Context: an optimization exercise on an open-source flow, tuned for small area and a short achievable clock period. The choices shown serve that exercise and are no tape-out recipe.

==> sierra <==
==> flow/design.v <==
module f007th_core (
    input  wire        clk,
    input  wire        rst,
    input  wire        rx,
    output reg         o_valid,
    output reg  [2:0]  o_err,
    output reg  [7:0]  o_dev,
    output reg  [3:0]  o_ch,
    output reg         o_batt,
    output reg  [11:0] o_tcode,
    output reg  [7:0]  o_hum
);
    localparam [1:0] PH_SEARCH = 2'd0;
    localparam [1:0] PH_SHORT  = 2'd1;
    localparam [1:0] PH_LONG   = 2'd2;
    localparam integer NSLOT = 256;
    localparam integer WW    = 18;
    reg [1:0] ph;
    reg [3:0] tmr;
    reg       exp_lvl;
    reg [3:0] hdr;
    reg       fz;
    reg [2:0] nbits;
    reg [2:0] nbytes;
    wire match    = (rx == exp_lvl);
    wire tmr_last = (tmr == 4'd1);
    wire hchk     = (ph == PH_LONG) && tmr_last;
    wire exp_new  = exp_lvl ^ match;
    wire bit_val  = exp_new;
    wire hdr_ok   = (hdr >= 4'd10);
    wire hdr_hit  = hchk && !fz && bit_val;
    wire hdr_err  = hchk && !fz && !bit_val && !hdr_ok;
    wire emit     = hchk && (fz || (!bit_val && hdr_ok));
    wire byte_done = emit && (nbits == 3'd7);
    wire frame     = hchk && fz && (nbits == 3'd7) && (nbytes == 3'd5);
    wire qchk_fail = (ph == PH_SHORT) && tmr_last && !match;
    wire restart   = qchk_fail || hdr_err || frame || (ph == 2'b11);
    always @(posedge clk) begin
        if (rst || restart) begin
            ph      <= PH_SEARCH;
            tmr     <= 4'd0;
            exp_lvl <= 1'b1;
            hdr     <= 4'd0;
            fz      <= 1'b0;
            nbits   <= 3'd6;
            nbytes  <= 3'd0;
        end else begin
            case (ph)
                PH_SEARCH: begin
                    if (match) begin
                        ph  <= PH_SHORT;
                        tmr <= 4'd4;
                    end
                end
                PH_SHORT: begin
                    if (!tmr_last) begin
                        tmr <= tmr - 1'b1;
                    end else begin
                        ph  <= PH_LONG;
                        tmr <= 4'd8;
                    end
                end
                PH_LONG: begin
                    if (!tmr_last) begin
                        tmr <= tmr - 1'b1;
                    end else begin
                        ph      <= PH_SEARCH;
                        tmr     <= 4'd0;
                        exp_lvl <= exp_new;
                        if (hdr_hit && !hdr_ok)
                            hdr <= hdr + 4'd1;
                        if (emit)
                            fz <= 1'b1;
                        if (emit) begin
                            if (byte_done) begin
                                nbits  <= 3'd0;
                                nbytes <= nbytes + 3'd1;
                            end else begin
                                nbits  <= nbits + 3'd1;
                            end
                        end
                    end
                end
                default: ;
            endcase
        end
    end
    reg [31:0] d;
    always @(posedge clk)
        if (emit && (nbytes < 3'd5))
            d <= {d[30:0], bit_val};
    wire [7:0]  f_dev   = d[31:24];
    wire        f_batt  = d[23];
    wire [2:0]  f_chraw = d[22:20];
    wire [11:0] f_tcode = d[19:8];
    wire [7:0]  f_hum   = d[7:0];
    reg  [7:0] slot;
    wire [7:0] key = d[15:8] * ({1'b0, d[6:4]} + 4'd1);
    always @(posedge clk)
        if (nbytes == 3'd3 && nbits == 3'd0)
            slot <= key;
    reg [NSLOT*WW-1:0] ring;
    reg [7:0]          ptr;
    reg                clr;
    reg                wbp;       
    reg [WW-1:0]       h;         
    reg           hit;       
    wire [WW-1:0] rout = ring[NSLOT*WW-1 -: WW];
    wire [WW-1:0] rin  = clr ? {WW{1'b0}} : ((wbp && hit) ? h : rout);
    always @(posedge clk)
        ring <= {ring[NSLOT*WW-WW-1:0], rin};
    always @(posedge clk) begin
        if (rst) begin
            ptr <= 8'd0;
            clr <= 1'b1;
        end else begin
            ptr <= ptr + 8'd1;
            if (ptr == 8'd255)
                clr <= 1'b0;
        end
    end
    always @(posedge clk)
        hit <= ((rst ? 8'd0 : ptr + 8'd1) == slot);
    wire [10:0] s_tcode = h[17:7];
    wire [6:0]  s_hum   = h[6:0];
    wire        s_set   = (s_tcode != 11'd0);
    wire [10:0] t_diff = (f_tcode[10:0] >= s_tcode) ? (f_tcode[10:0] - s_tcode)
                                                    : (s_tcode - f_tcode[10:0]);
    wire [6:0]  h_diff = (f_hum[6:0] >= s_hum) ? (f_hum[6:0] - s_hum)
                                               : (s_hum - f_hum[6:0]);
    wire chk_id = (f_dev != 8'd0);
    wire chk_tr = (f_tcode >= 12'd181) && (f_tcode <= 12'd1619);
    wire chk_hr = (f_hum < 8'd100);
    wire chk_tj = !s_set || (t_diff <= 11'd72);
    wire chk_hj = !s_set || (h_diff <= 7'd4);
    reg [2:0] verdict;
    always @(posedge clk) begin
        if (!chk_id)      verdict <= 3'd1;
        else if (!chk_tr) verdict <= 3'd2;
        else if (!chk_hr) verdict <= 3'd3;
        else if (!chk_tj) verdict <= 3'd4;
        else if (!chk_hj) verdict <= 3'd5;
        else              verdict <= 3'd0;
    end
    wire accept = frame && (verdict == 3'd0);
    always @(posedge clk) begin
        if (accept)
            h <= {f_tcode[10:0], f_hum[6:0]};
        else if (hit && !wbp)
            h <= rout;
    end
    always @(posedge clk) begin
        if (rst)
            wbp <= 1'b0;
        else if (accept)
            wbp <= 1'b1;
        else if (hit)
            wbp <= 1'b0;
    end
    always @(posedge clk) begin
        o_valid <= !rst && frame;
        o_err   <= verdict;
        o_dev   <= f_dev;
        o_ch    <= {1'b0, f_chraw} + 4'd1;
        o_batt  <= f_batt;
        o_tcode <= f_tcode;
        o_hum   <= f_hum;
    end
endmodule
==> flow/run.sh <==
#!/bin/bash
# synth_recipe.tcl (not shown) runs the flow's synth.tcl, then flattens the netlist and writes it again
# the make line also repeats each setting of config.mk as NAME=value (left out here)
make -C /OpenROAD-flow-scripts/flow DESIGN_CONFIG=/design/flow/config.mk WORK_HOME=/design/flow/orfs CLKGATE_MAP_FILE= SYNTH_SCRIPT=/design/flow/synth_recipe.tcl finish
==> flow/config.mk <==
export PLATFORM = sky130hd
export DESIGN_NAME = f007th_core
export DESIGN_NICKNAME = f007th_core
export VERILOG_FILES = /design/flow/design.v
export SDC_FILE = /design/flow/constraint.sdc
export NUM_CORES = 4
export LEC_CHECK = 0
export ABC_CLOCK_PERIOD_IN_PS = 2500
export CAP_MARGIN = 20
export CORE_MARGIN = 2
export CORE_UTILIZATION = 65
export PLACE_DENSITY = 0.75
export SLEW_MARGIN = 20
==> flow/constraint.sdc <==
create_clock -name core_clock -period 12.0 [get_ports {clk}]
set_input_delay 2.4000 -clock core_clock [delete_from_list [all_inputs] [get_ports {clk}]]
set_output_delay 2.4000 -clock core_clock [all_outputs]
set_load 0.01 [all_outputs]
==> willow (differences from sierra) <==
--- a/flow/design.v
+++ b/flow/design.v
@@ -96,5 +96,21 @@
     wire [7:0]  f_hum   = d[7:0];
     reg  [7:0] slot;
-    wire [7:0] key = d[15:8] * ({1'b0, d[6:4]} + 4'd1);
+    wire [7:0] k_dev = d[15:8];
+    reg  [7:0] k_a, k_b;
+    reg        k_sub;
+    always @(*) begin
+        k_sub = 1'b0;
+        case (d[6:4])
+            3'd0: begin k_a = k_dev;      k_b = 8'd0;        end   
+            3'd1: begin k_a = k_dev << 1; k_b = 8'd0;        end   
+            3'd2: begin k_a = k_dev << 1; k_b = k_dev;       end   
+            3'd3: begin k_a = k_dev << 2; k_b = 8'd0;        end   
+            3'd4: begin k_a = k_dev << 2; k_b = k_dev;       end   
+            3'd5: begin k_a = k_dev << 2; k_b = k_dev << 1;  end   
+            3'd6: begin k_a = k_dev << 3; k_b = k_dev; k_sub = 1'b1; end   
+            default: begin k_a = k_dev << 3; k_b = 8'd0;     end   
+        endcase
+    end
+    wire [7:0] key = k_sub ? (k_a - k_b) : (k_a + k_b);
     always @(posedge clk)
         if (nbytes == 3'd3 && nbits == 3'd0)
@@ -121,5 +137,5 @@
     end
     always @(posedge clk)
-        hit <= ((rst ? 8'd0 : ptr + 8'd1) == slot);
+        hit <= (ptr + 8'd1 == slot);
     wire [10:0] s_tcode = h[17:7];
     wire [6:0]  s_hum   = h[6:0];
==> flow/flow/run.sh (new file) <==
#!/bin/bash
set -uo pipefail
bash standard.sh SETUP_SLACK_MARGIN=9.0 finish > standard_flow.log 2>&1
==> flow/standard.sh (new file) <==
#!/bin/bash
# synth_recipe.tcl (not shown) runs the flow's synth.tcl, then flattens the netlist and writes it again
# the make line also repeats each setting of config.mk as NAME=value (left out here)
make -C /OpenROAD-flow-scripts/flow DESIGN_CONFIG=/design/flow/config.mk WORK_HOME=/design/flow/orfs CLKGATE_MAP_FILE= SYNTH_SCRIPT=/design/flow/synth_recipe.tcl "${@:-finish}"
Settings changed: CORE_UTILIZATION 65 to 70, CTS_BUF_LIST set to sky130_fd_sc_hd__clkbuf_16, CTS_CLUSTER_DIAMETER set to 50, CTS_CLUSTER_SIZE set to 25, PLACE_DENSITY 0.75 to 0.8.
removed: flow/run.sh
==> tundra (differences from sierra) <==
Settings changed: CTS_BUF_LIST set to sky130_fd_sc_hd__clkbuf_8, CTS_CLUSTER_DIAMETER set to 45, CTS_CLUSTER_SIZE set to 20.
==> impl_metrics.json <==
{
  "status": "timing/DRC/antenna clean",
  "grt_max_degree": 33,
  "multi_input_gates": 468,
  "final-clk-cell-share_pct": 12.05,
  "stdcell_count": 8053,
  "seq_power_share_pct": 53.5,
  "sw_frac_of_total_pct": 19.40,
  "most-common-layout-cells": "4,676 x dfxtp_1, 413 x clkbuf_16, 86 x clkbuf_8",
  "nonClkBufAreaFrac_pct": 0.3565,
  "tightestPinTransition_ns": 1.077,
  "holdPathEnd": "ring[24]",
  "rsz0062_at_grt": "no",
  "diodes": 2,
  "die_x_um": 394.2,
  "ys_types": 58,
  "post_cts_resized": 0,
  "maxSlewHeadroom_pct": 28.17,
  "comb_power_w": 0.0000221
}
[end of results for sierra]
==> impl_metrics.json <==
{
  "sw_frac_of_total_pct": 19.41,
  "most-common-layout-cells": "4,676 x dfxtp_1, 328 x clkbuf_8, 84 x inv_1",
  "tightestPinTransition_ns": 1.045,
  "stdcell_count": 7742,
  "final-clk-cell-share_pct": 4.943,
  "maxSlewHeadroom_pct": 30.16,
  "status": "timing/DRC/antenna clean",
  "die_x_um": 394.2,
  "yosysTopAreaCell": "dfxtp_1",
  "diodes": 3,
  "holdPathEnd": "ring[351]",
  "seq_power_share_pct": 68.6,
  "ys_seq_area_share_pct": 96.37,
  "comb_power_w": 0.0000221,
  "post_cts_resized": 0,
  "nonClkBufAreaFrac_pct": 0.3853
}
[end of results for tundra]
==> impl_metrics.json <==
{
  "status": "timing/DRC/antenna clean",
  "tightestPinTransition_ns": 1.157,
  "diodes": 3,
  "regMostFlops": "ring",
  "stdcell_count": 7648,
  "die_x_um": 380.9,
  "ys_types": 68,
  "grt_max_degree": 34,
  "most-common-layout-cells": "4,661 x dfxtp_1, 226 x clkbuf_16, 72 x nand2_1",
  "nonClkBufAreaFrac_pct": 0.9325,
  "holdPathEnd": "ring[4577]",
  "seq_power_share_pct": 64.9,
  "sw_frac_of_total_pct": 20.22,
  "multi_input_gates": 550,
  "rsz0062_at_grt": "yes",
  "final-clk-cell-share_pct": 5.926
}
[end of results for willow]
No functional check of the RTL was part of any run of this note.

what the ideal ports hide:
No port has a modelled driver above. Below, the same layouts with a new extraction and two added sets of constraints.
Step 1 (the two cells are an assumption about what drives the block):
set clk [get_ports {clk}]
set_driving_cell -lib_cell sky130_fd_sc_hd__clkbuf_16 $clk
set_driving_cell -lib_cell sky130_fd_sc_hd__buf_2 [delete_from_list [all_inputs] $clk]
Step 2 times the ports against the registers' clock, not the clock port: input delays grow and output delays shrink by t, the midpoint of the rising clock arrivals with the driver on.
Three values: no drivers, after step 1, after step 2; two values: the first two.
run | t (ns) | setup WS [ns] | worst setup path after step 2
sierra | 0.984 | 7.722 / 7.642 / 7.640 | input to register
willow | 0.918 | 8.319 / 8.241 / 8.086 | input to register
tundra | 1.015 | 7.687 / 7.617 / 7.647 | input to register
After both steps setup and hold are still met in every run listed. The setup slack of willow, which loses most, moves by -0.078 ns with the drivers and by -0.233 ns with both steps.
